Context: an optimization exercise on an open-source flow, tuned for small area, a short achievable clock period and few clock cycles. The choices shown serve that exercise and are no tape-out recipe. Function was checked by simulation only, so behaviour that the tests miss may differ from the original. Power is estimated from default activity; no workload was simulated.

## v28
==> flow/design.v (excerpt) <==
module openblt_transport (
    input  wire         clk,
    input  wire         rst,             
    input  wire         cmd_valid,
    output wire         cmd_ready,
    input  wire [15:0]  cmd,
    input  wire [31:0]  arg_len,
    input  wire         dbuf_we,
    input  wire [255:0] dbuf_wdata,      
    output reg  [1:0]   status,
    output wire [31:0]  result,
    output wire [7:0]   pkt_len,
    output wire [255:0] pkt_data,        
    input  wire [31:0]  now_ms,
    input  wire [31:0]  now_tick,
    output reg          pf_rx_req,
    input  wire         pf_rx_valid,
    input  wire [7:0]   pf_rx_data,
    output reg          pf_tx_valid,
    output wire [7:0]   pf_tx_data,
    input  wire         pf_tx_done,
    input  wire         pf_tx_ok,
    output reg          mb_rx_req,
    input  wire         mb_rx_valid,
    input  wire [7:0]   mb_rx_data,
    output reg          mb_tx_valid,
    output reg          mb_tx_last,
    output wire [7:0]   mb_tx_data,
    input  wire         mb_tx_done,
    input  wire         mb_tx_ok,
    output reg          mb_de
);
    localparam [7:0]  NODE_ID       = 8'h01;
    localparam [7:0]  FUNCTION_CODE = 8'h50;
    localparam [31:0] MB_T35        = 32'd403;
    localparam [31:0] PF_TIMEOUT_MS = 32'd100;
    localparam [1:0] ST_OK = 2'd0, ST_RANGE = 2'd1, ST_HW = 2'd2, ST_ILLEGAL = 2'd3;
    localparam [2:0] S_IDLE  = 3'd0,    
                     S_POLL  = 3'd1,    
                     S_BLK   = 3'd2,    
                     S_PFTX  = 3'd3,    
                     S_INIT  = 3'd4,    
                     S_PRE   = 3'd5,    
                     S_MBTX  = 3'd6,    
                     S_POST  = 3'd7;    
    localparam [2:0] F_NODE = 3'd0, F_FC = 3'd1, F_LEN = 3'd2, F_PAY = 3'd3,
                     F_CLO  = 3'd4, F_CHI = 3'd5;
    function [15:0] crc_step;
        input [15:0] c;
        input [7:0]  b;
        integer k;
        reg [15:0] x;
        begin
            x = c ^ {8'h00, b};
            for (k = 0; k < 8; k = k + 1)
                x = x[0] ? ((x >> 1) ^ 16'hA001) : (x >> 1);
            crc_step = x;
        end
    endfunction
    reg        rdy;
  ...
==> flow/config.mk <==
export PLATFORM = sky130hd
export DESIGN_NAME = openblt_transport
export DESIGN_NICKNAME = openblt_transport
export VERILOG_FILES = /design/flow/design.v
export SDC_FILE = /design/flow/constraint.sdc
export NUM_CORES = 4
export LEC_CHECK = 0
export CAP_MARGIN = 20
export CORE_MARGIN = 2
export CORE_UTILIZATION = 60
export CTS_CLUSTER_DIAMETER = 80
export CTS_CLUSTER_SIZE = 30
export SLEW_MARGIN = 20
==> flow/constraint.sdc <==
create_clock -name core_clock -period 10.0 [get_ports {clk}]
set_input_delay 2.0000 -clock core_clock [delete_from_list [all_inputs] [get_ports {clk}]]
set_output_delay 2.0000 -clock core_clock [all_outputs]
set_load 0.01 [all_outputs]
standard.sh (not shown) runs the stock make flow with config.mk's settings and CLKGATE_MAP_FILE= SYNTH_SCRIPT=/design/flow/synth_recipe.tcl, a recipe that flattens the netlist after the stock synthesis.
==> flow/flow/run.sh <==
#!/bin/bash
set -euo pipefail
export BUFFER_PORTS_ARGS="-buffer_cell sky130_fd_sc_hd__buf_1"
export SETUP_SLACK_MARGIN="${FLOW_SETUP_MARGIN:-6.7}"
bash standard.sh > standard.log 2>&1
Testbench counts of v28, summed over its fixed seeds: cycles 67,156.
--- input diff v28..v13 ---
--- a/flow/flow/run.sh
+++ b/flow/flow/run.sh
@@ -4 +4 @@
-export SETUP_SLACK_MARGIN="${FLOW_SETUP_MARGIN:-6.7}"
+export SETUP_SLACK_MARGIN="${FLOW_SETUP_MARGIN:-6.6}"
Any difference in clock buffer and inverter area fraction after layout between v28 and v13 is small enough to ignore. Re non-clock buffer count in the final layout: v13 is 11 down on v28. Utilization for v13: 0.68 points down relative to v28. Comparing v13 and v28, the lower met2 track utilization from global routing was measured on v13. Maximum ir drop on the vdd rail (v28 / v13): 0.848. Taking v28 over v13, the number of antenna violations at the first check in global routing ratio works out to 0.821. The number of combinational gates with multiple inputs of v13 and that of v28 are within noise of each other. From v28 to v13 the numbers moved as follows: worst-margin pin slew higher, worst-case setup margin in the final layout lower.

what the ideal ports hide:
The flow's constraints put no driver on any port. The routed layouts listed below were extracted and timed again, unchanged, in two steps. Step 1: set_driving_cell puts a clkbuf_16 on clk and a buf_2 on each other input, an assumption about the parent block. Step 2 also shifts input and output timing later by t, the mid clock arrival at the registers, as if the neighbouring blocks saw the same clock. Slacks: no drivers / after step 1 / after step 2; pairs: no drivers / after step 1.
run | shift t [ns] | slack for setup (ns) | worst register clock-pin slew, ns
v28 | 0.728 | 6.634 / 6.570 / 5.975 | 0.12 / 0.12
v13 | 0.718 | 6.570 / 6.563 / 5.898 | 0.11 / 0.11
After both steps every run listed still meets setup and hold. The setup slack of v13, which loses most, moves by -0.007 ns with the drivers and by -0.672 ns with both steps.
